This design comes from an exercise in tuning for small area on the open sky130 flow, not from production work. Only simulation tests tie the RTL to the original design; equivalence was not proved.

==> design.v <==
module nr_qptr (
  input  wire       clk, rst, push, pop,
  output wire       e, f,
  output wire [3:0] rsel, wsel
);
  reg [1:0] hd, tl;
  reg       fl;
  wire [1:0] tl1 = {tl[0], !tl[1]};
  assign e = (hd == tl) && !fl;
  assign f = fl;
  assign rsel = {hd == 2'b10, hd == 2'b11, hd == 2'b01, hd == 2'b00};
  assign wsel = {4{push}} & {tl == 2'b10, tl == 2'b11, tl == 2'b01, tl == 2'b00};
  always @(posedge clk)
    if (rst) begin
      hd <= 2'b00;
      tl <= 2'b00;
      fl <= 1'b0;
    end else begin
      if (pop)
        hd <= {hd[0], !hd[1]};
      if (push)
        tl <= tl1;
      if (push && !pop)
        fl <= (tl1 == hd);
      else if (pop && !push)
        fl <= 1'b0;
    end
endmodule
module nr_cnt #(parameter [3:0] R = 4'b0000) (
  input  wire clk, rst, up, dn,
  output wire nz, f4
);
  reg [3:0] t;
  wire u = up && !dn;
  wire d = dn && !up;
  assign nz = t[0];
  assign f4 = t[3];
  always @(posedge clk)
    if (rst)
      t <= R;
    else
      t <= {(t[3] && !d) || (t[2] && u),
            (t[2] && !d) || (t[1] && u) || t[3],
            (t[1] && !d) || (t[0] && u) || t[2],
            (t[0] && !d) || u || t[1]};
endmodule
module nr_in (
  input  wire        clk, rst,
  input  wire        in_valid,
  input  wire [18:0] fin,
  input  wire [1:0]  cid,
  input  wire [3:0]  idoh,
  input  wire [19:0] cl, cr,
  input  wire        full,
  input  wire [1:0]  credit_ready,
  input  wire        out_en,
  output wire        ivalid, vs, hdr,
  output wire [17:0] fd,
  output wire [4:0]  dm, lm,
  output wire [1:0]  f1, f4,
  output wire        f10,
  output wire [1:0]  out_credit
);
  wire [17:0] fin18 = {fin[18:17], fin[15:0]};
  reg  [17:0] m0 [0:3];
  reg  [17:0] m1 [0:3];
  reg         ov0, ov1;
  reg  [4:0]  om0, om1;
  reg         vptr;
  wire push0 = in_valid && !fin[16];
  wire push1 = in_valid &&  fin[16];
  wire pop0  = full && !vs;
  wire pop1  = full &&  vs;
  wire e0, e1, fl0, fl1;
  wire [3:0] r0, r1, w0, w1;
  nr_qptr q0 (.clk(clk), .rst(rst), .push(push0), .pop(pop0), .e(e0), .f(fl0), .rsel(r0), .wsel(w0));
  nr_qptr q1 (.clk(clk), .rst(rst), .push(push1), .pop(pop1), .e(e1), .f(fl1), .rsel(r1), .wsel(w1));
  wire ne0 = push0 || !e0;
  wire ne1 = push1 || !e1;
  wire v   = vptr ? ne1 : !ne0;
  wire iv  = ne0 || ne1;
  assign vs     = v;
  assign ivalid = iv;
  wire sfin = v ? e1 : e0;
  wire [3:0] s0 = {4{!v && !e0}} & r0;
  wire [3:0] s1 = {4{ v && !e1}} & r1;
  wire [17:0] fp = ({18{sfin }} & fin18)
                 | ({18{s0[0]}} & m0[0]) | ({18{s0[1]}} & m0[1])
                 | ({18{s0[2]}} & m0[2]) | ({18{s0[3]}} & m0[3])
                 | ({18{s1[0]}} & m1[0]) | ({18{s1[1]}} & m1[1])
                 | ({18{s1[2]}} & m1[2]) | ({18{s1[3]}} & m1[3]);
  assign fd = fp;
  wire h = fp[17];
  assign hdr = h;
  wire [1:0] lidx = fp[1:0];
  wire [1:0] ridx = fp[3:2];
  wire [3:0] lvec = fp[3:0];
  wire [3:0] gvec = fp[7:4];
  wire       mc   = fp[8];
  wire       uloc = (ridx == cid);
  wire       own  = |(gvec & idoh);
  wire [3:0] rsel = mc ? gvec : (4'b0001 << ridx);
  wire [3:0] lsel = mc ? (lvec & {4{own}}) : ((4'b0001 << lidx) & {4{uloc}});
  wire [4:0] lmk = ({5{lsel[0]}} & cl[0 +: 5]) | ({5{lsel[1]}} & cl[5 +: 5])
                 | ({5{lsel[2]}} & cl[10 +: 5]) | ({5{lsel[3]}} & cl[15 +: 5]);
  wire [4:0] rmk = ({5{rsel[0]}} & cr[0 +: 5]) | ({5{rsel[1]}} & cr[5 +: 5])
                 | ({5{rsel[2]}} & cr[10 +: 5]) | ({5{rsel[3]}} & cr[15 +: 5]);
  wire [4:0] route = lmk | rmk;
  wire [4:0] held  = v ? om1 : om0;
  assign dm  = !iv ? 5'd0 : h ? route : held;
  assign lm  = lmk;
  assign f10 = iv && !h && !(v ? ov1 : ov0);
  assign f1[0] = push0 && fl0;
  assign f1[1] = push1 && fl1;
  wire cz0, cz1, cf0, cf1;
  wire oc0 = cz0 || pop0;
  wire oc1 = cz1 || pop1;
  nr_cnt c0 (.clk(clk), .rst(rst), .up(pop0), .dn(oc0 && credit_ready[0]), .nz(cz0), .f4(cf0));
  nr_cnt c1 (.clk(clk), .rst(rst), .up(pop1), .dn(oc1 && credit_ready[1]), .nz(cz1), .f4(cf1));
  assign out_credit[0] = out_en && oc0;
  assign out_credit[1] = out_en && oc1;
  assign f4[0] = pop0 && cf0;
  assign f4[1] = pop1 && cf1;
  integer j;
  always @(posedge clk)
    for (j = 0; j < 4; j = j + 1) begin
      if (w0[j]) m0[j] <= fin18;
      if (w1[j]) m1[j] <= fin18;
    end
  always @(posedge clk)
    if (rst) begin
      ov0  <= 1'b0;
      ov1  <= 1'b0;
      vptr <= 1'b0;
    end else begin
      if (iv && h && !v) ov0 <= 1'b1;
      if (iv && h &&  v) ov1 <= 1'b1;
      if (iv) vptr <= !v;
    end
  always @(posedge clk) begin
    if (iv && h && !v) om0 <= route;
    if (iv && h &&  v) om1 <= route;
  end
endmodule
module nr_alloc (
  input  wire        clk, rst,
  input  wire [24:0] dm,
  input  wire [4:0]  vs, hdr, eqv,
  input  wire [9:0]  ca_nz, igp,
  output wire [4:0]  full
);
  localparam N = 5;
  reg [N-1:0] m [0:N-1];        
  reg [N-1:0] ok;
  reg [N-1:0] win [0:N-1];
  reg [N-1:0] mn  [0:N-1];
  reg [N-1:0] frc, claimed;
  reg [N-1:0] fullr;
  reg [N-1:0] col, mreq;
  reg         two;
  integer i, k;
  always @* begin
    for (i = 0; i < N; i = i + 1) begin
      ok[i] = 1'b1;
      for (k = 0; k < N; k = k + 1)
        if (dm[i*N + k] && !(ca_nz[k*2 + vs[i]] && (igp[k*2 + vs[i]] || !hdr[i]) && !eqv[k]))
          ok[i] = 1'b0;
    end
    for (k = 0; k < N; k = k + 1) begin
      for (i = 0; i < N; i = i + 1)
        col[i] = ok[i] && dm[i*N + k];
      mreq = col & m[k];
      if (mreq == 5'd0)
        mreq = col;
      win[k] = mreq & ~(mreq - 5'd1);
      mn[k][0] = win[k][4];
      mn[k][1] = win[k][4] | win[k][0];
      mn[k][2] = win[k][4] | win[k][0] | win[k][1];
      mn[k][3] = win[k][4] | win[k][0] | win[k][1] | win[k][2];
      mn[k][4] = 1'b1;
    end
    claimed = 5'd0;
    for (i = 0; i < N; i = i + 1) begin
      two = 1'b0;
      for (k = 0; k < N; k = k + 1)
        if (dm[i*N + k] && (dm[i*N +: N] & ~(5'd1 << k)) != 5'd0)
          two = 1'b1;
      frc[i] = two && (win[0][i] || win[1][i]) && ((dm[i*N +: N] & claimed) == 5'd0);
      if (frc[i])
        claimed = claimed | dm[i*N +: N];
    end
    for (i = 0; i < N; i = i + 1) begin
      fullr[i] = (dm[i*N +: N] != 5'd0);
      for (k = 0; k < N; k = k + 1)
        if (dm[i*N + k] && !(win[k][i] && !claimed[k]))
          fullr[i] = 1'b0;
      fullr[i] = fullr[i] || frc[i];
    end
  end
  assign full = fullr;
  integer a;
  always @(posedge clk)
    for (a = 0; a < N; a = a + 1)
      if (rst)
        m[a] <= 5'b11111;
      else if (win[a] != 5'd0)
        m[a] <= mn[a];
endmodule
module nr_out #(parameter K = 0) (
  input  wire        clk, rst,
  input  wire [4:0]  gs,         
  input  wire [4:0]  lmk,        
  input  wire [89:0] fd,
  input  wire [4:0]  vs,
  input  wire [3:0]  lcol, rcol, idoh,
  input  wire        out_en, out_ready,
  input  wire [1:0]  in_credit,
  output wire [18:0] out_flit,
  output wire        out_valid,
  output wire        eqv_o,
  output wire [1:0]  f3, ca_nz, igp
);
      localparam FW = 19;
      reg          eqv;
      reg [FW-1:0] eqf;
      reg          ig0, ig1;
      assign eqv_o = eqv;
      wire any = |gs;
      wire loc = |(gs & lmk);
      wire [FW-1:0] g =
          ({FW{gs[0]}} & {fd[0*18 + 16 +: 2], vs[0], fd[0*18 +: 16]})
        | ({FW{gs[1]}} & {fd[1*18 + 16 +: 2], vs[1], fd[1*18 +: 16]})
        | ({FW{gs[2]}} & {fd[2*18 + 16 +: 2], vs[2], fd[2*18 +: 16]})
        | ({FW{gs[3]}} & {fd[3*18 + 16 +: 2], vs[3], fd[3*18 +: 16]})
        | ({FW{gs[4]}} & {fd[4*18 + 16 +: 2], vs[4], fd[4*18 +: 16]});
      wire rw = g[18] && g[8];
      wire [3:0] lv2 = loc ? (g[3:0] & lcol) : g[3:0];
      wire [3:0] gv2 = loc ? idoh : (g[7:4] & rcol);
      wire [FW-1:0] gr = rw ? {g[18:8], gv2, lv2} : g;
      wire [FW-1:0] o  = gr | ({FW{eqv}} & eqf);
      assign out_flit = o;
      assign out_valid = out_en && (any || eqv);
      always @(posedge clk) begin
        eqf <= o;
        if (rst) eqv <= 1'b0;
        else eqv <= (any || eqv) && !out_ready;
      end
      wire dec0 = any && !g[16];
      wire dec1 = any &&  g[16];
      wire cn0, cn1, cf0, cf1;
      nr_cnt #(4'b1111) c0 (.clk(clk), .rst(rst), .up(in_credit[0]), .dn(dec0), .nz(cn0), .f4(cf0));
      nr_cnt #(4'b1111) c1 (.clk(clk), .rst(rst), .up(in_credit[1]), .dn(dec1), .nz(cn1), .f4(cf1));
      assign f3[0] = in_credit[0] && cf0;
      assign f3[1] = in_credit[1] && cf1;
      assign ca_nz[0]  = cn0 || in_credit[0];
      assign ca_nz[1]  = cn1 || in_credit[1];
      assign igp[0] = ig0;
      assign igp[1] = ig1;
      always @(posedge clk)
        if (rst) begin
          ig0 <= 1'b1; ig1 <= 1'b1;
        end else begin
          if (dec0) ig0 <= g[17];
          if (dec1) ig1 <= g[17];
        end
endmodule
module nr_fault (
  input wire clk, rst,
  input wire [9:0] f1_vec, f3_vec, f4_vec,
  input wire [4:0] f10_vec, vs,
  output wire fault_now,
  output reg fault,
  output reg [3:0] fault_code, fault_info
);
  reg [3:0] fcode, finfo;
  integer   b;
  always @* begin
    fcode = 4'd0;
    finfo = 4'd0;
    for (b = 9; b >= 0; b = b - 1)
      if (f4_vec[b]) begin fcode = 4'd4; finfo = b; end
    for (b = 4; b >= 0; b = b - 1)
      if (f10_vec[b]) begin fcode = 4'd10; finfo = b*2 + vs[b]; end
    for (b = 9; b >= 0; b = b - 1)
      if (f1_vec[b]) begin fcode = 4'd1; finfo = b; end
    for (b = 9; b >= 0; b = b - 1)
      if (f3_vec[b]) begin fcode = 4'd3; finfo = b; end
  end
  assign fault_now = |{f1_vec, f3_vec, f4_vec, f10_vec};
  always @(posedge clk) begin
    if (rst) fault <= 1'b0;
    else if (fault_now) fault <= 1'b1;
    if (!fault) begin
      fault_code <= fcode;
      fault_info <= finfo;
    end
  end
endmodule
module noc_router (
  input  wire          clk,
  input  wire          rst,
  input  wire [1:0]    cfg_my_id,
  input  wire [19:0]   cfg_lut_l,
  input  wire [19:0]   cfg_lut_r,
  input  wire [4:0]    in_valid,
  input  wire [94:0]   in_flit,
  input  wire [9:0]    in_credit,
  input  wire [4:0]    out_ready,
  output wire [4:0]    out_valid,
  output wire [94:0]   out_flit,
  input  wire [9:0]    credit_ready,
  output wire [9:0]    out_credit,
  output wire          fault,
  output wire [3:0]    fault_code,
  output wire [3:0]    fault_info
);
  localparam N = 5;
  reg [1:0]  cid;
  reg [19:0] cl;
  reg [19:0] cr;
  wire [3:0] idoh = 4'b0001 << cid;
  always @(posedge clk)
    if (rst) begin
      cid <= cfg_my_id;
      cl  <= cfg_lut_l;
      cr[ 0 +: 5] <= (cfg_my_id == 2'd0) ? 5'd0 : cfg_lut_r[ 0 +: 5];
      cr[ 5 +: 5] <= (cfg_my_id == 2'd1) ? 5'd0 : cfg_lut_r[ 5 +: 5];
      cr[10 +: 5] <= (cfg_my_id == 2'd2) ? 5'd0 : cfg_lut_r[10 +: 5];
      cr[15 +: 5] <= (cfg_my_id == 2'd3) ? 5'd0 : cfg_lut_r[15 +: 5];
    end
  wire [N-1:0]    ivalid, vs, hdr, full, f10_vec, eqv;
  wire [N*18-1:0] fd;
  wire [N*N-1:0]  dm, lm;
  wire [9:0]      f1_vec, f3_vec, f4_vec, ca_nz, igp;
  wire fault_now;
  wire out_en = !fault && !fault_now;
  genvar gp, gk;
  generate
    for (gp = 0; gp < N; gp = gp + 1) begin : g_in
      nr_in u (.clk(clk), .rst(rst), .in_valid(in_valid[gp]), .fin(in_flit[gp*19 +: 19]),
        .cid(cid), .idoh(idoh), .cl(cl), .cr(cr), .full(full[gp]),
        .credit_ready(credit_ready[gp*2 +: 2]), .out_en(out_en),
        .ivalid(ivalid[gp]), .vs(vs[gp]), .hdr(hdr[gp]), .fd(fd[gp*18 +: 18]),
        .dm(dm[gp*N +: N]), .lm(lm[gp*N +: N]), .f1(f1_vec[gp*2 +: 2]), .f4(f4_vec[gp*2 +: 2]),
        .f10(f10_vec[gp]), .out_credit(out_credit[gp*2 +: 2]));
    end
    for (gk = 0; gk < N; gk = gk + 1) begin : g_out
      wire [4:0] gs = {full[4] && dm[4*N+gk], full[3] && dm[3*N+gk], full[2] && dm[2*N+gk],
                       full[1] && dm[1*N+gk], full[0] && dm[0*N+gk]};
      nr_out #(.K(gk)) u (.clk(clk), .rst(rst), .gs(gs),
        .lmk({lm[4*N+gk], lm[3*N+gk], lm[2*N+gk], lm[1*N+gk], lm[0*N+gk]}),
        .fd(fd), .vs(vs),
        .lcol({cl[15+gk], cl[10+gk], cl[5+gk], cl[gk]}),
        .rcol({cr[15+gk], cr[10+gk], cr[5+gk], cr[gk]}), .idoh(idoh),
        .out_en(out_en), .out_ready(out_ready[gk]), .in_credit(in_credit[gk*2 +: 2]),
        .out_flit(out_flit[gk*19 +: 19]), .out_valid(out_valid[gk]), .eqv_o(eqv[gk]),
        .f3(f3_vec[gk*2 +: 2]), .ca_nz(ca_nz[gk*2 +: 2]), .igp(igp[gk*2 +: 2]));
    end
  endgenerate
  nr_alloc ua (.clk(clk), .rst(rst), .dm(dm), .vs(vs), .hdr(hdr), .eqv(eqv),
    .ca_nz(ca_nz), .igp(igp), .full(full));
  nr_fault uf (.clk(clk), .rst(rst), .f1_vec(f1_vec), .f3_vec(f3_vec), .f4_vec(f4_vec),
    .f10_vec(f10_vec), .vs(vs), .fault_now(fault_now), .fault(fault),
    .fault_code(fault_code), .fault_info(fault_info));
endmodule
==> run.sh <==
#!/bin/bash
# synth_recipe.tcl (not shown) runs the flow's synth.tcl, then flattens the netlist and writes it again
# the make line also repeats each setting of config.mk as NAME=value (left out here)
make -C /OpenROAD-flow-scripts/flow DESIGN_CONFIG=/design/flow/config.mk WORK_HOME=/design/flow/orfs CLKGATE_MAP_FILE= SYNTH_SCRIPT=/design/flow/synth_recipe.tcl finish
==> config.mk <==
export PLATFORM = sky130hd
export DESIGN_NAME = noc_router
export DESIGN_NICKNAME = noc_router
export VERILOG_FILES = /design/flow/design.v
export SDC_FILE = /design/flow/constraint.sdc
export NUM_CORES = 4
export LEC_CHECK = 0
export ABC_AREA = 1
export ABC_CLOCK_PERIOD_IN_PS = 11000
export CAP_MARGIN = 20
export CORE_MARGIN = 2
export CORE_UTILIZATION = 40
export CTS_BUF_LIST = sky130_fd_sc_hd__clkbuf_8
export SETUP_SLACK_MARGIN = 0.3
export SLEW_MARGIN = 20
==> constraint.sdc <==
create_clock -name core_clock -period 22.0 [get_ports {clk}]
set_input_delay 4.4000 -clock core_clock [delete_from_list [all_inputs] [get_ports {clk}]]
set_output_delay 4.4000 -clock core_clock [all_outputs]
set_load 0.01 [all_outputs]
==> results_dict.tcl, run 1 <==
set metrics [dict create \
    cp-start-kind "input port" \
    crit_path_max_fanout 37 \
    numCtsBuffers 184 \
    dieArea_mm2 0.133 \
    drt_first_pass_iters 7 \
    rows 132 \
    grt-ovfl-total 0 \
    report.final.hold_viol_count 0 \
    cts_hold_buf 0 \
    use_met2 0.462 \
    synth_edf_count 820 \
    grt_pass1_vias 42300 \
    fin_worst_skew_ps 55.5 \
    layout_common_cells "nand2_1 (1474), edfxtp_1 (820), inv_1 (560)" \
    hold_class "register to register" \
    num_vias 45500 \
    worst_ep_required_time_ps 17600 \
    max_cap_viol_count 0 \
    die_w_um 364 \
    grtUsageMet1 0.419 \
    drv_slew 0 \
    drive_above_1_share 0.0977 \
    crit_slowest_cell "nor2_1" \
    root_buffer "clkbuf_8" \
    min_delay_path_depth 2 \
    ys_types 64 \
    io_buffers 287 \
    nFillCells 12400 \
    cts_max_level 4 \
    finalSetupViolCount 0 \
    cp-end-kind "output port" \
    routabilityCongestion 1.07 \
    fin_cells 7919 \
    slew_headroom 0.157 \
    period_minus_slack_ps 20930 \
    mappedNetlistArea_mm2 0.0519 \
    crit_type "input port to output port" \
    worst-path-stages 61 \
    worstMarginPinSlew_ps 1250 \
    synth_flop_cell "edfxtp_1" \
    fin_ws_ps 1070 \
    dp_hpwl_um 150000 \
    detail_route.wl_per_cell_um 26.3 \
    viasPerCell 5.74 \
    start_util 0.402 \
    clk_pin_slew_worst_paths_ps 60 \
    post-cts-setup-buffers 0 \
    synth-async-reset-ratio 0 \
    crit_arrival_ps 16530 \
    die_h_um 364 \
    antenna_found_initial 5 \
    ys_ff_latch 1096 \
    groute.usage.overall 0.309 \
    area_delta_synth_final_pct 16.7 \
    nNetsFinal 6199 \
    fmaxAchievable_ghz 0.0478 \
    cpMostUsedCell "nand2_1" \
    syn_nets 5808 \
    clock_latency_ps 960 \
    routed_wl_um 208000 \
    io_pins 288 \
    critPathTopFamily "simple AND/OR/NAND/NOR gates" \
    avgSynthCellArea_um2 9.22 \
    fin_crit_sh 0.951 \
    status "complete, no violations" \
    grt_use_met3 0.0797 \
    cts_max_path_buffers 3 \
    placed_cells 7576 \
    dr.first_iter.drc_count 5355 \
    grt_pass1_wl_um 297000 \
    ys_warn_count 17 \
    final_common_cell "nand2_1" \
    worstRegToRegCells 49 \
    ys_seq_area_frac 0.581 \
    finalSetupTns_ps 0 \
    grt_max_degree 79 \
    rsz0062_at_grt "no" \
    drc_errors 0 \
    cpPeakStageDelay_ps 770 \
    grt-busiest-layer "met2" \
    cts_tree "built" \
    clock_sinks 1096 \
    cp_num_buf_inv 6 \
    postRouteAntennaNets 0 \
    fin_hold_ws_ps 454 \
    core_area_mm2 0.129 \
    netlist_instances 5629 \
    pre_cts_ws_ps 1630 \
    cts.repair.resized 0 \
]
-- state kept, by name, summed over array words and instances (netlist names), 10 cells and up --
name / cells
g_in.u.m1: 360
g_out.u.c1.t: 20
g_in.u.q1.hd: 10
g_out.u.c0.t: 20
g_in.u.om1: 25
cl: 20
g_in.u.q1.tl: 10
g_in.u.om0: 25
ua.m: 20
g_in.u.q0.tl: 10
g_in.u.m0: 360
g_in.u.c1.t: 20
cr: 20
g_in.u.c0.t: 20
g_out.u.eqf: 95
g_in.u.q0.hd: 10
-- metrics by stage --
step	utilization	cell area [µm²]
after floorplan	-	51900
after global placement	0.440	56900
after detailed placement	0.441	56900
after CTS	0.469	60600
after global routing	0.469	60600
final	0.469	60600
-- path summary, 6_finish.rpt --
check	start	slack [ps]	to
setup / recovery	in_flit[92]	1070	out_flit[39]
hold / removal	g_out[1].u.eqf[3]	450	g_out[1].u.eqf[3]
setup reg to reg	g_in[2].u.q0.hd[1]	10400	g_out[0].u.c0.t[2]
hold reg to reg	g_out[1].u.eqf[3]	450	g_out[1].u.eqf[3]
-- kinds of logic (layout without fill, tap and decap cells) --
family                     after synthesis  count (layout)  share of synthesized area
AOI/OAI and AO/OA                      942             942                      0.119
xor gates and xnor gates                 9               9                    0.00181
adders and majority gates               10              10                    0.00241
buffers and inverters                  734            1278                     0.0576
DFF                                   1096            1096                      0.581
other                                    0               4                          0
and+or+nand+nor                       2838            2838                      0.238
-- tightest hold or removal path: stages, from the launching register on --
cell,delay (ps)
dfxtp_1,300
nand2_1,50
nand2_1,70
-- cell usage after synthesis (10+ instances only) --
master        n  area share
a32oi_1      12      0.0020
o22ai_1     110       0.013
inv_1       487       0.035
o221ai_1     47      0.0079
a31oi_1      24      0.0029
dfxtp_1     276        0.11
nor2_2       28      0.0034
nor2_1      552       0.040
nor3_1       46      0.0044
o211ai_1     39      0.0056
a32o_1       11      0.0021
a22o_1       24      0.0041
a211oi_1     58      0.0084
a21oi_1     208       0.020
buf_4        23      0.0033
o21ai_1      42      0.0041
nor4_1       15      0.0018
buf_2        60      0.0058
nand2_4      15      0.0033
nand2_1    1474        0.11
a21o_1       11      0.0016
clkbuf_1     71      0.0051
o21a_1       11      0.0016
edfxtp_1    820        0.47
nand3_2      19      0.0037
o21ai_0     191       0.018
nand2_2      57      0.0069
nand3_1     434       0.042
nand4_1     155       0.019
a221oi_1     93       0.016
ha_1         10      0.0024
o2111ai_1    16      0.0027
inv_2        64      0.0046
-- metal layers --
metal / vias up / share of wire
met3: 492 / 0.10
met2: 2517 / 0.43
li1: 20500 / -
met4: 2 / 0.050
met5: - / 0.000062
met1: 21900 / 0.42
-- layout make-up --
cell class | instances | area (µm²) | share of cell area
flip-flops and latches | 1096 | 30200 | 0.498
multi-input cells | 3799 | 18900 | 0.312
repair buffers | 377 | 3550 | 0.0586
clock buffers | 202 | 2780 | 0.0459
well taps | 1742 | 2180 | 0.0360
inverters | 562 | 2110 | 0.0349
clock inverters | 137 | 881 | 0.0145
diodes | 4 | 10.0 | 0.000165
==> run 2: changes to the inputs <==
==> flow/run.sh (new file) <==
#!/bin/bash
# Own layout flow: the standard ORFS flow (standard.sh) with
#  - synthesis identical to the standard one up to abc, and abc run with an
#    area-oriented script (flow/abc.script); registers are unchanged, which
#    is checked against a run of the standard synthesis below;
#  - ports buffered with the smallest buffer (BUFFER_PORTS_ARGS);
#  - clock tree synthesis without dummy loads (CTS_ARGS).
# Each tool's full output goes to a log file in this folder.
set -euo pipefail
W=$(pwd)
export OWN_ABC_SCRIPT=$W/flow/abc.script
KNOBS=$(sed -n 's/^export \([A-Z_]*\) = \(.*\)$/\1=\2/p' config.mk | grep -v -E '^(PLATFORM|DESIGN_NAME|DESIGN_NICKNAME|VERILOG_FILES|SDC_FILE|NUM_CORES|LEC_CHECK)=' || true)

# standard synthesis, for the register check
make -C "$FLOW_HOME" DESIGN_CONFIG=$W/config.mk WORK_HOME=$W/ref CLKGATE_MAP_FILE= \
  SYNTH_SCRIPT=$W/synth_recipe.tcl $KNOBS synth > $W/ref_synth.log 2>&1

# own synthesis into the layout's work folder
make -C "$FLOW_HOME" DESIGN_CONFIG=$W/config.mk WORK_HOME=$W/orfs CLKGATE_MAP_FILE= \
  SYNTH_SCRIPT=$W/flow/synth.tcl $KNOBS synth > $W/own_synth.log 2>&1

R=orfs/results/$FLOW_PLATFORM/noc_router/base
python3 - "$W/ref/results/$FLOW_PLATFORM/noc_router/base/1_2_yosys.v" "$W/$R/1_2_yosys.v" > $W/reg_check.log 2>&1 <<'PY' || { echo "register check failed; using the standard synthesis" >> $W/reg_check.log; rm -rf $W/orfs; }
import re, sys
def regs(path):
    out = {}
    for m in re.finditer(r'^\s*(sky130_fd_sc_hd__\w*df\w*|sky130_fd_sc_hd__\w*dl\w*)\s+(\S+)\s*\(', open(path).read(), re.M):
        out[m.group(2)] = re.sub(r'_\d+$', '', m.group(1))
    return out
a, b = regs(sys.argv[1]), regs(sys.argv[2])
print(len(a), "standard registers,", len(b), "own")
if a != b:
    print("differ:", sorted(set(a.items()) ^ set(b.items()))[:20])
    sys.exit(1)
print("registers match")
PY

bash standard.sh finish BUFFER_PORTS_ARGS="-buffer_cell sky130_fd_sc_hd__buf_1" \
  CTS_ARGS="-sink_clustering_enable -repair_clock_nets -dont_use_dummy_load" > $W/layout.log 2>&1
==> flow/abc.script (new file) <==
strash
dc2
drw
dc2
&get -n
&st
&dch -f
&nf -R 1000
&put
==> flow/synth.tcl (new file) <==
# The standard synthesis script (synth_recipe.tcl), with abc run on this
# flow's own area-oriented script. Everything before abc (and so every
# register, its name and its cell) is the standard synthesis's.
proc synth {args} { yosys synth -nofsm -noshare {*}$args }
proc abc {args} {
  set i [lsearch -exact $args -script]
  if { $i >= 0 } {
    lset args [expr {$i + 1}] $::env(OWN_ABC_SCRIPT)
  }
  yosys abc {*}$args
}
source $::env(SCRIPTS_DIR)/synth.tcl
# left out here: clear keep_hierarchy, flatten, clean up, hide names made inside functions, write 1_2_yosys.v
==> standard.sh (new file) <==
#!/bin/bash
# synth_recipe.tcl (not shown) runs the flow's synth.tcl, then flattens the netlist and writes it again
# the make line also repeats each setting of config.mk as NAME=value (left out here)
make -C /OpenROAD-flow-scripts/flow DESIGN_CONFIG=/design/flow/config.mk WORK_HOME=/design/flow/orfs CLKGATE_MAP_FILE= SYNTH_SCRIPT=/design/flow/synth_recipe.tcl "${@:-finish}"
--- a/config.mk
+++ b/config.mk
@@ -10,6 +10,5 @@
 export CAP_MARGIN = 20
 export CORE_MARGIN = 2
 export CORE_UTILIZATION = 40
-export CTS_BUF_LIST = sky130_fd_sc_hd__clkbuf_8
 export SETUP_SLACK_MARGIN = 0.3
 export SLEW_MARGIN = 20
removed: run.sh
==> run 2 against run 1 <==
Utilization rose by 0.99 points. Still clean on timing, DRC and antenna. Highest routed layer unchanged. Clock-buffer cell count fell by 89. Sequential cell count unchanged. Sequential share of layout area up 5.4 points.
==> results_dict.tcl, run 2 <==
set metrics [dict create \
    status "complete, no violations" \
    critPathTopFamily "compound AO/OA/AOI/OAI gates" \
    synth-async-reset-ratio 0 \
    dieArea_mm2 0.117 \
    cts_max_path_buffers 3 \
    worst_ep_required_time_ps 17600 \
    fin_worst_skew_ps 85.5 \
    synth.most_common_cell "edfxtp_1" \
    crit_type "input port to output port" \
    ys_warn_count 17 \
    detail_route.wl_per_cell_um 30.9 \
    dr.first_iter.drc_count 7492 \
    synth_flop_cell "edfxtp_1" \
    num_vias 38200 \
    max_cap_viol_count 0 \
    drv_slew 0 \
    io_pins 288 \
    die_w_um 343 \
    core_area_mm2 0.114 \
    final_common_cell "edfxtp_1" \
    postRouteAntennaNets 0 \
    viasPerCell 6.55 \
    clk_pin_slew_worst_paths_ps 50 \
    cpPeakStageDelay_ps 670 \
    cpMostUsedCell "nand2_1" \
    crit_path_max_fanout 9 \
    crit_arrival_ps 16800 \
    grt_pass1_wl_um 254000 \
    area_delta_synth_final_pct 19.0 \
    rsz0062_at_grt "no" \
    grt_max_degree 90 \
    cts_tree "built" \
    hold_class "register to register" \
    syn_nets 3786 \
    routabilityCongestion 1.07 \
    die_h_um 343 \
    drt_first_pass_iters 15 \
    netlist_instances 3607 \
    ys_ff_latch 1096 \
    yosysTopAreaCell "edfxtp_1" \
    rows 124 \
    fin_crit_sh 0.964 \
    numCtsBuffers 113 \
    avgSynthCellArea_um2 12.7 \
    nNetsFinal 4493 \
    ys_types 53 \
    clock_sinks 1096 \
    fmaxAchievable_ghz 0.0472 \
    nFillCells 10200 \
    groute.usage.overall 0.297 \
    crit_slowest_cell "a222oi_1" \
    clock_latency_ps 730 \
    finalSetupViolCount 0 \
    mappedNetlistArea_mm2 0.0459 \
    start_util 0.402 \
    worstMarginPinSlew_ps 1170 \
    reg_top3 "g_in.u.m0 x360, g_in.u.m1 x360, g_out.u.eqf x95" \
    report.final.hold_viol_count 0 \
    cp-start-kind "input port" \
    synth_area_leaders "edfxtp_1 (54%), dfxtp_1 (12%), a222oi_1 (9.0%), nand2_1 (2.8%), nor2_1 (2.6%)" \
    layout_common_cells "edfxtp_1 (820), a222oi_1 (411), nand2_1 (335)" \
    finalSetupTns_ps 0 \
    grt_pass1_vias 35000 \
    drc_errors 0 \
    routed_wl_um 180000 \
    fin_hold_ws_ps 441 \
    root_buffer "clkbuf_16" \
    grt-ovfl-total 0 \
    io_buffers 287 \
    period_minus_slack_ps 21200 \
    ys_seq_area_frac 0.657 \
    synth_edf_count 820 \
    cts_max_level 3 \
    ys_top_cells_by_count "edfxtp_1 (820), a222oi_1 (411), nand2_1 (337), nor2_1 (315), dfxtp_1 (276)" \
    yosys.area.top_type_share 0.537 \
    drive_above_1_share 0.129 \
    cts_hold_buf 0 \
    slew_headroom 0.223 \
    dp_hpwl_um 128000 \
    cp-end-kind "output port" \
    cp_num_buf_inv 9 \
    antenna_found_initial 13 \
]
run 2: stage by stage:
step | std cells | area (µm²) | setup WS, ps | utilization
floorplan | 3607 | 45900 | 1150 | -
global placement | 5703 | 51400 | 168 | 0.451
detailed placement | 5703 | 51400 | 226 | 0.451
CTS | 5816 | 54300 | 314 | 0.476
global route | 5826 | 54600 | 261 | 0.479
finish | 5833 | 54600 | 797 | 0.479
run 2: kinds of logic (layout without fill, tap and decap cells):
| logic type | Yosys count | count (layout) | synth area share |
|---|---|---|---|
| mux | 33 | 33 | 0.00720 |
| xor+xnor | 29 | 29 | 0.00553 |
| simple gates | 1130 | 1130 | 0.114 |
| fa+ha+maj | 14 | 14 | 0.00360 |
| buf+inv | 112 | 817 | 0.00957 |
| compound gates | 1193 | 1193 | 0.203 |
| other cells | 0 | 9 | 0 |
| flops | 1096 | 1096 | 0.657 |
run 2: metal layers:
layer	vias up	GRT usage	routed length, µm
li1	16400	-	-
met1	18600	0.406	70500
met2	2669	0.433	75800
met3	544	0.0865	23400
met4	10	0.145	10600
met5	-	0.00240	69
run 2: worst paths after layout:
kind	start	to	slack, ps	depth (start not counted)
min reg2reg	g_out[0].u.eqf[3]	g_out[0].u.eqf[3]	440	2
max reg2reg	g_in[0].u.q0.hd[0]	uf.fault_info[0]	5460	81
max	in_flit[73]	out_flit[20]	800	56
min	g_out[0].u.eqf[3]	g_out[0].u.eqf[3]	440	2
run 2: layout make-up:
class | instances | area [µm²] | share of cell area
flip-flops and latches | 1096 | 30100 | 0.552
multi-input cells | 2399 | 15800 | 0.290
repair buffers | 597 | 3460 | 0.0634
clock buffers | 113 | 2830 | 0.0518
well taps | 1512 | 1890 | 0.0346
inverters | 107 | 409 | 0.00749
diodes | 9 | 22.5 | 0.000412
run 2: worst register-to-register path: cells and delay by family, from the launching register on:
kind / cells / cell delay, ps
xor+xnor: 1 / 120
buf+inv: 10 / 1950
simple gates: 19 / 4750
flops: 1 / 550
compound gates: 51 / 9010
run 2: timing repair:
| action | in CTS | in global routing |
|---|---|---|
| resized for setup | 4 | 87 |
| endpoints found under the setup margin | 4 | 110 |
| setup buffers | 0 | 7 |
| pin swaps | 0 | 16 |
==> run 3: changes to the inputs <==
--- a/design.v
+++ b/design.v
@@ -154,7 +154,7 @@
   reg [N-1:0] ok;
   reg [N-1:0] win [0:N-1];
   reg [N-1:0] mn  [0:N-1];
-  reg [N-1:0] frc, claimed;
+  reg [N-1:0] cand, frc, claimed;
   reg [N-1:0] fullr;
   reg [N-1:0] col, mreq;
   reg         two;
@@ -179,16 +179,23 @@
       mn[k][3] = win[k][4] | win[k][0] | win[k][1] | win[k][2];
       mn[k][4] = 1'b1;
     end
-    claimed = 5'd0;
     for (i = 0; i < N; i = i + 1) begin
       two = 1'b0;
       for (k = 0; k < N; k = k + 1)
         if (dm[i*N + k] && (dm[i*N +: N] & ~(5'd1 << k)) != 5'd0)
           two = 1'b1;
-      frc[i] = two && (win[0][i] || win[1][i]) && ((dm[i*N +: N] & claimed) == 5'd0);
+      cand[i] = two && (win[0][i] || win[1][i]);
+    end
+    for (i = 0; i < N; i = i + 1) begin
+      frc[i] = cand[i];
+      for (k = 0; k < i; k = k + 1)
+        if (cand[k] && (dm[i*N +: N] & dm[k*N +: N]) != 5'd0)
+          frc[i] = 1'b0;
+    end
+    claimed = 5'd0;
+    for (i = 0; i < N; i = i + 1)
       if (frc[i])
         claimed = claimed | dm[i*N +: N];
-    end
     for (i = 0; i < N; i = i + 1) begin
       fullr[i] = (dm[i*N +: N] != 5'd0);
       for (k = 0; k < N; k = k + 1)
--- a/flow/run.sh
+++ b/flow/run.sh
@@ -4,7 +4,8 @@
 #    area-oriented script (flow/abc.script); registers are unchanged, which
 #    is checked against a run of the standard synthesis below;
 #  - ports buffered with the smallest buffer (BUFFER_PORTS_ARGS);
-#  - clock tree synthesis without dummy loads (CTS_ARGS).
+#  - clock tree synthesis without dummy loads, with clkbuf_8 buffers and
+#    clusters of at most 12 sinks within 60 um (CTS_ARGS).
 # Each tool's full output goes to a log file in this folder.
 set -euo pipefail
 W=$(pwd)
@@ -36,4 +37,4 @@
 PY
 
 bash standard.sh finish BUFFER_PORTS_ARGS="-buffer_cell sky130_fd_sc_hd__buf_1" \
-  CTS_ARGS="-sink_clustering_enable -repair_clock_nets -dont_use_dummy_load" > $W/layout.log 2>&1
+  CTS_ARGS="-sink_clustering_enable -repair_clock_nets -dont_use_dummy_load -sink_clustering_size 12 -sink_clustering_max_diameter 60 -buf_list sky130_fd_sc_hd__clkbuf_8" > $W/layout.log 2>&1
==> run 3 against run 2 <==
Still clean. Wire length grew 1.1%. Fmax up 1.5%. Sequential cell count stayed put. Highest routed layer unchanged.
==> results_dict.tcl, run 3 <==
set metrics [dict create \
    drt_first_pass_iters 19 \
    routed_wl_um 182000 \
    synth-async-reset-ratio 0 \
    fin_worst_skew_ps 186 \
    yosysTopAreaCell "edfxtp_1" \
    drc_errors 0 \
    clock_latency_ps 860 \
    reg_top3 "g_in.u.m0 x360, g_in.u.m1 x360, g_out.u.eqf x95" \
    worstMarginPinSlew_ps 1290 \
    cpPeakStageDelay_ps 660 \
    dp_hpwl_um 128000 \
    groute.usage.overall 0.301 \
    finalSetupViolCount 0 \
    cts_max_path_buffers 3 \
    core_area_mm2 0.114 \
    die_h_um 343 \
    final_common_cell "edfxtp_1" \
    max_cap_viol_count 0 \
    postRouteAntennaNets 0 \
    status "complete, no violations" \
    yosys.area.top_type_share 0.535 \
    grt_pass1_vias 35400 \
    crit_type "input port to output port" \
    synth.most_common_cell "edfxtp_1" \
    fin_crit_sh 0.949 \
    min_delay_path_depth 1 \
    root_buffer "clkbuf_8" \
    mappedNetlistArea_mm2 0.0460 \
    worstReg2RegStart "g_in[0].u.q1.hd[0]" \
    synth_edf_count 820 \
    start_util 0.403 \
    antenna_found_initial 13 \
    cp-start-kind "input port" \
    fmaxAchievable_ghz 0.0479 \
    worst_ep_required_time_ps 17600 \
    grt_pass1_wl_um 258000 \
    ys_warn_count 17 \
    clk_pin_slew_worst_paths_ps 90 \
    nNetsFinal 4414 \
    cpMostUsedCell "nor2_1" \
    netlist_instances 3629 \
    layout_common_cells "edfxtp_1 (820), a222oi_1 (428), nand2_1 (363)" \
    die_w_um 343 \
    rsz0062_at_grt "no" \
    period_minus_slack_ps 20890 \
    drive_above_1_share 0.0969 \
    utilization 0.460 \
    clock_sinks 1096 \
    dr.first_iter.drc_count 7497 \
    slew_headroom 0.140 \
    grt-ovfl-total 0 \
    ys_types 53 \
    ys_ff_latch 1096 \
    synth_area_leaders "edfxtp_1 (54%), dfxtp_1 (12%), a222oi_1 (9.3%), nand2_1 (3.0%), nor2_1 (2.4%)" \
    multi_input_area_mm2 0.0158 \
    nFillCells 10500 \
    crit_path_max_fanout 18 \
    report.final.hold_viol_count 0 \
    hold_class "register to register" \
    area_delta_synth_final_pct 14.1 \
    drv_slew 0 \
    ys_top_cells_by_count "edfxtp_1 (820), a222oi_1 (428), nand2_1 (363), nor2_1 (289), dfxtp_1 (276)" \
    cts_max_level 3 \
    whs_endpoint "g_out[4].u.c1.t[0]" \
    ys_seq_area_frac 0.655 \
    detail_route.wl_per_cell_um 31.7 \
    crit_slowest_cell "or4_1" \
    cp-end-kind "output port" \
    rrSetupSlack_ps 6370 \
    crit_arrival_ps 16490 \
    dieArea_mm2 0.118 \
    io_pins 288 \
    cts_tree "built" \
    dpl_cell_area_mm2 0.0508 \
    avgSynthCellArea_um2 12.7 \
    num_vias 38300 \
    rows 124 \
    io_buffers 287 \
    viasPerCell 6.66 \
    grt_max_degree 87 \
    regArea_mm2 0.0301 \
    postLayoutCellArea_mm2 0.0525 \
    timing.rr.end "uf.fault_info[0]" \
    numCtsBuffers 111 \
    hp-start "g_out[4].u.c1.t[1]" \
    synth_flop_cell "edfxtp_1" \
    crit_start "in_flit[73]" \
    fin_hold_ws_ps 378 \
    finalSetupTns_ps 0 \
    syn_nets 3808 \
    routabilityCongestion 1.04 \
    worstRegToRegCells 74 \
]
==> run 3: area by class of cell <==
type / count / share of cell area
antenna: 12 / 0.000572
timing repair buffer: 498 / 0.0510
multi-input combinational: 2412 / 0.300
sequential: 1096 / 0.575
tap: 1512 / 0.0361
clock buffer: 111 / 0.0291
inverter: 116 / 0.00844
==> run 3: cell families after synthesis <==
family / synth area share
DFF: 0.655
adders and majority gates: 0.00337
muxes: 0.00740
xor gates and xnor gates: 0.00571
buffers and inverters: 0.0103
AOI/OAI and AO/OA: 0.206
and+or+nand+nor: 0.112
==> run 3: worst max-delay path, delay by kind of cell <==
family,cells,cell delay (ps)
xor+xnor,1,200
compound gates,20,5250
buf+inv,12,2350
simple gates,21,4160
==> run 3: worst max path at each step <==
stage                     depth (start not counted)             to
after floorplan                                  43  out_credit[0]
after global placement                           49  out_credit[1]
after detailed placement                         49  out_credit[1]
after CTS                                        49  out_credit[1]
after global routing                             53  out_credit[1]
final                                            54  out_credit[1]
==> run 3: per-stage QoR <==
stage / cells / setup slack, ps
after floorplan: 3629 / 2740
after global placement: 5631 / 332
after detailed placement: 5632 / 462
after CTS: 5743 / 371
after global routing: 5751 / 346
final: 5757 / 1110
==> run 3: what timing repair did <==
item	4_1_cts	5_1_grt
hold buffers	0	0
gates resized for setup	0	32
setup buffers	0	2
setup endpoints to repair	0	64
hold endpoints to repair	0	0
==> run 3: layer usage <==
| layer | wire (µm) | GRT usage | vias to the layer above |
|---|---|---|---|
| met5 | 96 | 0 | - |
| met4 | 9610 | 0.137 | 10 |
| met3 | 23800 | 0.0887 | 506 |
| met2 | 77700 | 0.438 | 2745 |
| met1 | 71300 | 0.414 | 18700 |
| li1 | - | - | 16300 |
==> run 4: changes to the inputs <==
==> flow/abc.script (replaced) <==
strash
dc2
drw
dc2
irw
dc2
&get -n
&st
&dch -f
&nf -R 1000
&put
--- a/config.mk
+++ b/config.mk
@@ -9,6 +9,7 @@
 export ABC_CLOCK_PERIOD_IN_PS = 11000
 export CAP_MARGIN = 20
 export CORE_MARGIN = 2
-export CORE_UTILIZATION = 40
+export CORE_UTILIZATION = 50
+export PLACE_DENSITY = 0.7
 export SETUP_SLACK_MARGIN = 0.3
 export SLEW_MARGIN = 20
==> run 4 against run 3 <==
Clock skew down 45 ps. Hold slack improved by 65 ps. Wire length decreased by 7.1%. First-iteration DRC count up 12%. Utilization increased by 11 points. Final cell count shrank 6.3%. Critical path type unchanged.
==> results_dict.tcl, run 4 <==
set metrics [dict create \
    cts_max_path_buffers 3 \
    io_pins 288 \
    max_cap_viol_count 0 \
    clock_latency_ps 810 \
    drt_first_pass_iters 17 \
    fin_crit_sh 0.967 \
    dieArea_mm2 0.0942 \
    core_area_mm2 0.0912 \
    yosys.area.top_type_share 0.537 \
    crit_slowest_cell "o21ai_0" \
    die_w_um 307 \
    met1_length_um 61500 \
    synth_flop_cell "edfxtp_1" \
    cp_num_buf_inv 7 \
    detail_route.wl_per_cell_um 31.4 \
    status "complete, no violations" \
    rsz0062_at_grt "no" \
    postRouteAntennaNets 0 \
    critPathTopFamily "simple AND/OR/NAND/NOR gates" \
    clock_sinks 1096 \
    nFillCells 7505 \
    avgSynthCellArea_um2 12.6 \
    finalSetupTns_ps 0 \
    postLayoutCellArea_mm2 0.0515 \
    clk_pin_slew_worst_paths_ps 80 \
    cts_hold_buf 0 \
    cts_max_level 3 \
    mappedNetlistArea_mm2 0.0459 \
    report.final.hold_viol_count 0 \
    dp_hpwl_um 118000 \
    cts_tree "built" \
    die_h_um 307 \
    grt_max_degree 67 \
    yosysTopAreaCell "edfxtp_1" \
    synth.most_common_cell "edfxtp_1" \
    start_util 0.503 \
    routabilityCongestion 1.08 \
    highest_layer "met5" \
    drc_errors 0 \
    nNetsFinal 4384 \
    period_minus_slack_ps 21270 \
    netlist_instances 3639 \
    dpl_cell_area_mm2 0.0500 \
    rows 111 \
    area_delta_synth_final_pct 12.3 \
    drv_slew 0 \
    final_common_cell "edfxtp_1" \
    ys_top_cells_by_count "edfxtp_1 (820), a222oi_1 (444), nand2_1 (442), nor2_1 (300), dfxtp_1 (276)" \
    synth_area_leaders "edfxtp_1 (54%), dfxtp_1 (12%), a222oi_1 (9.7%), nand2_1 (3.6%), nor2_1 (2.5%)" \
    synth-async-reset-ratio 0 \
    cp-end-kind "output port" \
    viasPerCell 7.07 \
    groute.usage.overall 0.350 \
    numCtsBuffers 108 \
    route.met3.wl_um 25700 \
    multi_input_area_mm2 0.0156 \
    grt_pass1_vias 35100 \
    dr.first_iter.drc_count 8367 \
    layout_common_cells "edfxtp_1 (820), a222oi_1 (444), nand2_1 (442)" \
    grt-ovfl-total 0 \
    crit_path_max_fanout 26 \
    syn_nets 3818 \
    crit_arrival_ps 16870 \
    ys_types 61 \
    cts.repair.resized 0 \
    ys_seq_area_frac 0.657 \
    cpPeakStageDelay_ps 800 \
    antenna_found_initial 12 \
    regArea_mm2 0.0301 \
    root_buffer "clkbuf_8" \
    finalSetupViolCount 0 \
    post-cts-setup-buffers 0 \
    crit_type "input port to output port" \
    slew_headroom 0.229 \
    drive_above_1_share 0.0826 \
    fin_worst_skew_ps 142 \
    hold_class "register to register" \
    grt_pass1_wl_um 242000 \
    dr_wl_met2_um 70800 \
    io_buffers 287 \
    ys_warn_count 17 \
    synth_edf_count 820 \
    ys_ff_latch 1096 \
    worstMarginPinSlew_ps 1160 \
    cp-start-kind "input port" \
    worst_ep_required_time_ps 17600 \
    fmaxAchievable_ghz 0.0470 \
    num_vias 38200 \
    reg_top3 "g_in.u.m0 x360, g_in.u.m1 x360, g_out.u.eqf x95" \
    routed_wl_um 170000 \
]
==> run 4: changes by cell type after synthesis, sizes merged, moves of 9 or more <==
cell    before  now
a222oi     428  444
nor4        27   15
a21oi      194  181
o221ai      16    7
nand3      106  121
a31oi       10   19
o22ai       60   44
nand2      363  442
and3        70   47
a21boi      24    8
nor3        72   60
nor2       289  300
==> run 4: through the flow <==
| stage | hold WS [ps] | cells | utilization | setup WS (ps) |
|---|---|---|---|---|
| 4_1_cts | 441 | 5388 | 0.564 | 954 |
| 5_1_grt | 464 | 5393 | 0.564 | 378 |
| 3_5_place_dp | 430 | 5280 | 0.548 | 1080 |
| 2_1_floorplan | 431 | 3639 | - | 3030 |
| 3_3_place_gp | 424 | 5279 | 0.547 | 1090 |
| 6_report | 443 | 5396 | 0.565 | 728 |
==> run 4: layout make-up <==
cell class                      instances  share of cell area
Inverter                              108             0.00787
Sequential cell                      1096               0.585
Antenna cell                            7            0.000340
Timing Repair Buffer                  461              0.0468
Multi-Input combinational cell       2430               0.302
Clock buffer                          108              0.0289
Tap cell                             1186              0.0288
==> run 4: cell families (layout without fill, tap and decap cells) <==
logic type	count (synthesis)	in the layout	share of synthesized area
fa+ha+maj	10	10	0.00273
simple gates	1174	1174	0.115
buf+inv	113	677	0.00965
compound gates	1184	1184	0.202
other cells	0	7	0
flops	1096	1096	0.657
mux	30	30	0.00660
xor+xnor	32	32	0.00611
==> run 4: path summary, 6_finish.rpt <==
| check | end | cells after the start | slack [ps] | start |
|---|---|---|---|---|
| worst min register to register | g_out[3].u.eqf[1] | 2 | 440 | g_out[3].u.eqf[1] |
| worst max-delay path | out_flit[59] | 45 | 730 | in_flit[35] |
| worst max register to register | uf.fault_info[0] | 65 | 6320 | g_in[0].u.q0.hd[0] |
| worst min-delay path | g_out[3].u.eqf[1] | 2 | 440 | g_out[3].u.eqf[1] |
==> run 4: worst reg2reg max path, delay by kind of cell (launching register included) <==
kind	cells	cell delay (ps)
AO/OA/AOI/OAI	41	9400
flip-flops	1	650
buffers and inverters	5	1070
AND/OR/NAND/NOR	18	4240
XOR/XNOR	1	130
==> run 4: per-layer routing <==
metal	global-route usage	vias up
met3	0.124	595
met1	0.465	18300
met2	0.500	3087
met4	0.199	12
li1	-	16200
met5	0	-
==> run 5: changes to the inputs <==
--- a/flow/run.sh
+++ b/flow/run.sh
@@ -5,7 +5,7 @@
 #    is checked against a run of the standard synthesis below;
 #  - ports buffered with the smallest buffer (BUFFER_PORTS_ARGS);
 #  - clock tree synthesis without dummy loads, with clkbuf_8 buffers and
-#    clusters of at most 12 sinks within 60 um (CTS_ARGS).
+#    clusters of at most 15 sinks within 60 um (CTS_ARGS).
 # Each tool's full output goes to a log file in this folder.
 set -euo pipefail
 W=$(pwd)
@@ -37,4 +37,4 @@
 PY
 
 bash standard.sh finish BUFFER_PORTS_ARGS="-buffer_cell sky130_fd_sc_hd__buf_1" \
-  CTS_ARGS="-sink_clustering_enable -repair_clock_nets -dont_use_dummy_load -sink_clustering_size 12 -sink_clustering_max_diameter 60 -buf_list sky130_fd_sc_hd__clkbuf_8" > $W/layout.log 2>&1
+  CTS_ARGS="-sink_clustering_enable -repair_clock_nets -dont_use_dummy_load -sink_clustering_size 15 -sink_clustering_max_diameter 60 -buf_list sky130_fd_sc_hd__clkbuf_8" > $W/layout.log 2>&1
--- a/config.mk
+++ b/config.mk
@@ -9,7 +9,6 @@
 export ABC_CLOCK_PERIOD_IN_PS = 11000
 export CAP_MARGIN = 20
 export CORE_MARGIN = 2
-export CORE_UTILIZATION = 50
-export PLACE_DENSITY = 0.7
+export CORE_UTILIZATION = 40
 export SETUP_SLACK_MARGIN = 0.3
 export SLEW_MARGIN = 20
==> run 5 against run 4 <==
Cell area increased by 1.0%. Highest routed layer unchanged. Final cell count up 6.4%. Wire length increased by 6.4%. Clock-buffer cell count down 8. Sequential share of layout area shrank 0.59 points. Utilization shrank 11 points. Critical endpoint is now out_flit[38]. Hold slack got worse by 28 ps. Still clean on timing, DRC and antenna. Worst setup slack better by 440 ps. Fmax increased by 2.1%.
==> results_dict.tcl, run 5 <==
set metrics [dict create \
    status "complete, no violations" \
    drt_first_pass_iters 15 \
    grt_max_degree 157 \
    reg_top3 "g_in.u.m0 x360, g_in.u.m1 x360, g_out.u.eqf x95" \
    clock_sinks 1096 \
    grt_pass1_wl_um 253000 \
    fin_cells 5742 \
    grt_pass1_vias 34800 \
    ys_top_cells_by_count "edfxtp_1 (820), a222oi_1 (444), nand2_1 (442), nor2_1 (300), dfxtp_1 (276)" \
    routed_wl_um 180000 \
    finalSetupTns_ps 0 \
    crit_path_max_fanout 18 \
    dp_hpwl_um 128000 \
    routabilityCongestion 1.03 \
    cts_max_path_buffers 3 \
    hold_class "register to register" \
    num_vias 37900 \
    synth-async-reset-ratio 0 \
    dieArea_mm2 0.117 \
    numCtsBuffers 100 \
    cp-start-kind "input port" \
    drive_above_1_share 0.0904 \
    crit_arrival_ps 16440 \
    pre_cts_ws_ps 1380 \
    rsz0062_at_grt "no" \
    clock_latency_ps 830 \
    groute.usage.overall 0.298 \
    core_area_mm2 0.114 \
    io_pins 288 \
    avgSynthCellArea_um2 12.6 \
    worst_ep_required_time_ps 17600 \
    report.final.hold_viol_count 0 \
    cp-end-kind "output port" \
    netlist_instances 3639 \
    fin_hold_ws_ps 415 \
    slew_headroom 0.222 \
    max_cap_viol_count 0 \
    period_minus_slack_ps 20840 \
    io_buffers 287 \
    nNetsFinal 4407 \
    ys_types 61 \
    synth_area_leaders "edfxtp_1 (54%), dfxtp_1 (12%), a222oi_1 (9.7%), nand2_1 (3.6%), nor2_1 (2.5%)" \
    synth.most_common_cell "edfxtp_1" \
    fin_ws_ps 1160 \
    drv_slew 0 \
    postLayoutCellArea_mm2 0.0520 \
    synth_edf_count 820 \
    cpPeakStageDelay_ps 570 \
    cts.repair.resized 0 \
    crit_type "input port to output port" \
    root_buffer "clkbuf_8" \
    syn_nets 3818 \
    ys_ff_latch 1096 \
    synth_flop_cell "edfxtp_1" \
    postRouteAntennaNets 0 \
    crit_slowest_cell "o41a_1" \
    start_util 0.402 \
    final_common_cell "edfxtp_1" \
    die_w_um 343 \
    yosysTopAreaCell "edfxtp_1" \
    viasPerCell 6.60 \
    cts_tree "built" \
    fin_worst_skew_ps 165 \
    cts_hold_buf 0 \
    dr.first_iter.drc_count 7739 \
    ys_seq_area_frac 0.657 \
    placed_cells 5638 \
    grt-ovfl-total 0 \
    yosys.area.top_type_share 0.537 \
    post-cts-setup-buffers 0 \
    fin_crit_sh 0.947 \
    cts_max_level 3 \
    fmaxAchievable_ghz 0.0480 \
    worstMarginPinSlew_ps 1170 \
    finalSetupViolCount 0 \
    die_h_um 343 \
    dpl_cell_area_mm2 0.0506 \
    nFillCells 10400 \
    drc_errors 0 \
    rows 124 \
    antenna_found_initial 18 \
    area_delta_synth_final_pct 13.4 \
    clk_pin_slew_worst_paths_ps 70 \
    mappedNetlistArea_mm2 0.0459 \
    detail_route.wl_per_cell_um 31.4 \
    layout_common_cells "edfxtp_1 (820), a222oi_1 (444), nand2_1 (442)" \
    ys_warn_count 17 \
]
run 5: kinds of logic after synthesis:
kind of cell	synth area share
compound gates	0.202
simple gates	0.115
xor+xnor	0.00611
mux	0.00660
fa+ha+maj	0.00273
buf+inv	0.00965
flops	0.657
run 5: critical path: cells and delay by family:
kind / cells / cell delay, ps
mux: 1 / 320
simple gates: 19 / 4220
compound gates: 19 / 5720
buf+inv: 10 / 1720
run 5: stage by stage:
step	util
after global routing	0.456
after global placement	0.444
after floorplan	-
final	0.456
after CTS	0.456
after detailed placement	0.444
run 5: area by class of cell:
| class | instances | area [µm²] | share of cell area |
|---|---|---|---|
| Timing Repair Buffer | 492 | 2630 | 0.0506 |
| Multi-Input combinational cell | 2430 | 15600 | 0.299 |
| Inverter | 108 | 405 | 0.00779 |
| Clock buffer | 100 | 1380 | 0.0264 |
| Antenna cell | 4 | 10.0 | 0.000192 |
| Tap cell | 1512 | 1890 | 0.0364 |
| Sequential cell | 1096 | 30100 | 0.579 |
run 5: per-layer routing:
layer  global-route usage  vias to the layer above  wire [µm]
li1                     -                    16200          -
met1                0.409                    18500      70000
met2                0.436                     2675      77000
met3               0.0851                      463      23900
met4                0.136                       18       9440
met5                    0                        -        119
run 5: final timing paths:
| path | start | to | slack [ps] | cells after the start |
|---|---|---|---|---|
| hold / removal | g_in[2].u.c0.t[1] | g_in[2].u.c0.t[0] | 420 | 2 |
| setup / recovery | in_flit[92] | out_flit[38] | 1160 | 49 |
| setup reg to reg | g_in[0].u.q0.hd[0] | uf.fault_info[0] | 5460 | 69 |
| hold reg to reg | g_in[2].u.c0.t[1] | g_in[2].u.c0.t[0] | 420 | 2 |
==> run 6: changes to the inputs <==
--- a/config.mk
+++ b/config.mk
@@ -9,6 +9,7 @@
 export ABC_CLOCK_PERIOD_IN_PS = 11000
 export CAP_MARGIN = 20
 export CORE_MARGIN = 2
-export CORE_UTILIZATION = 40
+export CORE_UTILIZATION = 50
+export PLACE_DENSITY = 0.7
 export SETUP_SLACK_MARGIN = 0.3
 export SLEW_MARGIN = 20
==> run 6 against run 5 <==
Cell area shrank 1.5%. Wire length fell by 6.1%. Worst setup slack worse by 340 ps. Critical path depth decreased by 3. Sequential share of layout area is 0.86 points higher. Utilization rose by 11 points. Via count grew 0.52%. Clock skew fell by 76 ps. Highest routed layer unchanged.
==> results_dict.tcl, run 6 <==
set metrics [dict create \
    status "complete, no violations" \
    cpPeakStageDelay_ps 800 \
    worstRegToRegCells 66 \
    dieArea_mm2 0.0942 \
    start_util 0.503 \
    whs_endpoint "g_out[4].u.c0.t[1]" \
    grt_max_degree 67 \
    ys_warn_count 17 \
    crit_type "input port to output port" \
    dr.first_iter.drc_count 8785 \
    routed_wl_um 169000 \
    cts.repair.resized 0 \
    report.final.hold_viol_count 0 \
    cts_max_level 3 \
    crit_arrival_ps 16780 \
    mappedNetlistArea_mm2 0.0459 \
    netlist_instances 3639 \
    area_delta_synth_final_pct 11.8 \
    io_buffers 287 \
    hp-start "g_out[4].u.c0.t[2]" \
    worst_ep_required_time_ps 17600 \
    avgSynthCellArea_um2 12.6 \
    cp_num_buf_inv 7 \
    die_h_um 307 \
    yosysTopAreaCell "edfxtp_1" \
    period_minus_slack_ps 21180 \
    max_cap_viol_count 0 \
    clock_latency_ps 780 \
    post-cts-setup-buffers 0 \
    cp-end-kind "output port" \
    ys_top_cells_by_count "edfxtp_1 (820), a222oi_1 (444), nand2_1 (442), nor2_1 (300), dfxtp_1 (276)" \
    grt-ovfl-total 0 \
    core_area_mm2 0.0912 \
    hold_class "register to register" \
    postRouteAntennaNets 0 \
    drt_first_pass_iters 15 \
    grt_pass1_wl_um 240000 \
    fin_hold_ws_ps 437 \
    numCtsBuffers 92 \
    ys_ff_latch 1096 \
    final_common_cell "edfxtp_1" \
    fin_crit_sh 0.963 \
    timing.rr.end "uf.fault_info[0]" \
    rrSetupSlack_ps 6340 \
    worstMarginPinSlew_ps 1150 \
    synth_area_leaders "edfxtp_1 (54%), dfxtp_1 (12%), a222oi_1 (9.7%), nand2_1 (3.6%), nor2_1 (2.5%)" \
    ys_seq_area_frac 0.657 \
    synth.most_common_cell "edfxtp_1" \
    reg_top3 "g_in.u.m0 x360, g_in.u.m1 x360, g_out.u.eqf x95" \
    finalSetupViolCount 0 \
    clk_pin_slew_worst_paths_ps 90 \
    finalSetupTns_ps 0 \
    io_pins 288 \
    cts_tree "built" \
    synth_flop_cell "edfxtp_1" \
    fmaxAchievable_ghz 0.0472 \
    root_buffer "clkbuf_8" \
    syn_nets 3818 \
    rows 111 \
    ys_types 61 \
    routabilityCongestion 1.08 \
    drv_slew 0 \
    dp_hpwl_um 118000 \
    antenna_found_initial 13 \
    rsz0062_at_grt "no" \
    layout_common_cells "edfxtp_1 (820), a222oi_1 (444), nand2_1 (442)" \
    slew_headroom 0.234 \
    num_vias 38100 \
    cpMostUsedCell "nor2_1" \
    cts_hold_buf 0 \
    viasPerCell 7.09 \
    grt_pass1_vias 35000 \
    clock_sinks 1096 \
    synth_edf_count 820 \
    cp-start-kind "input port" \
    min_delay_path_depth 2 \
    cts_max_path_buffers 3 \
    nNetsFinal 4367 \
    drc_errors 0 \
    critPathTopFamily "simple AND/OR/NAND/NOR gates" \
    yosys.area.top_type_share 0.537 \
    crit_slowest_cell "o21ai_0" \
    fin_worst_skew_ps 89.1 \
    detail_route.wl_per_cell_um 31.5 \
    synth-async-reset-ratio 0 \
    groute.usage.overall 0.349 \
    crit_path_max_fanout 26 \
    die_w_um 307 \
    drive_above_1_share 0.0791 \
    worstReg2RegStart "g_in[0].u.q0.hd[0]" \
]
-- run 6: area by class of cell --
class                      count  area (µm²)
antenna                        7        17.5
inverter                     108         405
multi-input combinational   2430       15600
timing repair buffer         460        2400
tap                         1186        1480
clock buffer                  92        1270
fill                        7504       40000
sequential                  1096       30100
-- run 6: metal layers --
| metal | GRT usage | up-vias | share of wire |
|---|---|---|---|
| met2 | 0.499 | 3083 | 0.42 |
| met1 | 0.465 | 18300 | 0.36 |
| li1 | - | 16200 | - |
| met4 | 0.203 | 14 | 0.068 |
| met5 | 0 | - | 0.00045 |
| met3 | 0.117 | 592 | 0.15 |
-- run 6: metrics by stage --
step / setup slack, ps / cell area (µm²) / util / std cells
floorplan: 3030 / 45900 / - / 3639
global placement: 1090 / 50000 / 0.547 / 5279
detailed placement: 1080 / 50000 / 0.548 / 5280
CTS: 954 / 51200 / 0.562 / 5372
global route: 416 / 51300 / 0.562 / 5377
finish: 819 / 51300 / 0.562 / 5379
-- run 6: cell families after synthesis --
kind of cell / share of synthesized area
muxes: 0.00660
adders and majority gates: 0.00273
AOI/OAI and AO/OA: 0.202
DFF: 0.657
and+or+nand+nor: 0.115
buffers and inverters: 0.00965
xor gates and xnor gates: 0.00611
-- run 6: worst max path at each step --
| stage | start | end | slack (ps) | cells past startpoint |
|---|---|---|---|---|
| floorplan | in_flit[16] | out_flit[42] | 3030 | 39 |
| global placement | in_flit[73] | out_flit[59] | 1090 | 47 |
| detailed placement | in_flit[73] | out_flit[59] | 1080 | 47 |
| CTS | in_flit[73] | out_flit[59] | 950 | 47 |
| global route | in_flit[73] | out_flit[57] | 420 | 48 |
| finish | in_flit[35] | out_flit[59] | 820 | 46 |
-- run 6: tightest hold or removal path: cells and delay by family, from the launching register on --
kind | cells | cell delay (ps)
simple gates | 1 | 60
flops | 1 | 360
compound gates | 1 | 60

-- separate check: timing with driven ports --
How much do the figures lean on ideal ports? The routed layouts below were timed once more, with nothing changed but the port constraints.
Step 1: set_driving_cell puts a clkbuf_16 on clk and a buf_2 on each other input, an assumption about the parent block.
Step 2 moves the port delays by t, midway between the first and last clock arrival at a register: inputs arrive t later, outputs are due t later. That takes back most of the time a late clock gives input paths.
Three values: no drivers, after step 1, after step 2; two values: the first two.
| run | shift t [ns] | setup WS [ns] | worst hold slack (ns) | worst slew at a driven data input, ns | pins driven straight from the clock port |
|---|---|---|---|---|---|
| run 1 | 1.008 | 1.072 / 1.049 / 1.049 | 0.454 / 0.454 / 0.454 | 0.11 | 1 |
| run 2 | 0.768 | 0.797 / 0.753 / 0.753 | 0.441 / 0.441 / 0.441 | 0.11 | 1 |
| run 3 | 0.847 | 1.111 / 1.089 / 1.089 | 0.378 / 0.378 / 0.378 | 0.10 | 1 |
| run 4 | 0.811 | 0.728 / 0.688 / 0.688 | 0.443 / 0.443 / 0.443 | 0.09 | 1 |
| run 5 | 0.823 | 1.163 / 1.138 / 1.138 | 0.415 / 0.415 / 0.415 | 0.09 | 1 |
| run 6 | 0.811 | 0.819 / 0.778 / 0.778 | 0.437 / 0.437 / 0.437 | 0.08 | 1 |
After both steps setup and hold are still met in every run listed. The setup slack of run 2, which loses most, moves by -0.044 ns with the drivers and by -0.044 ns with both steps.
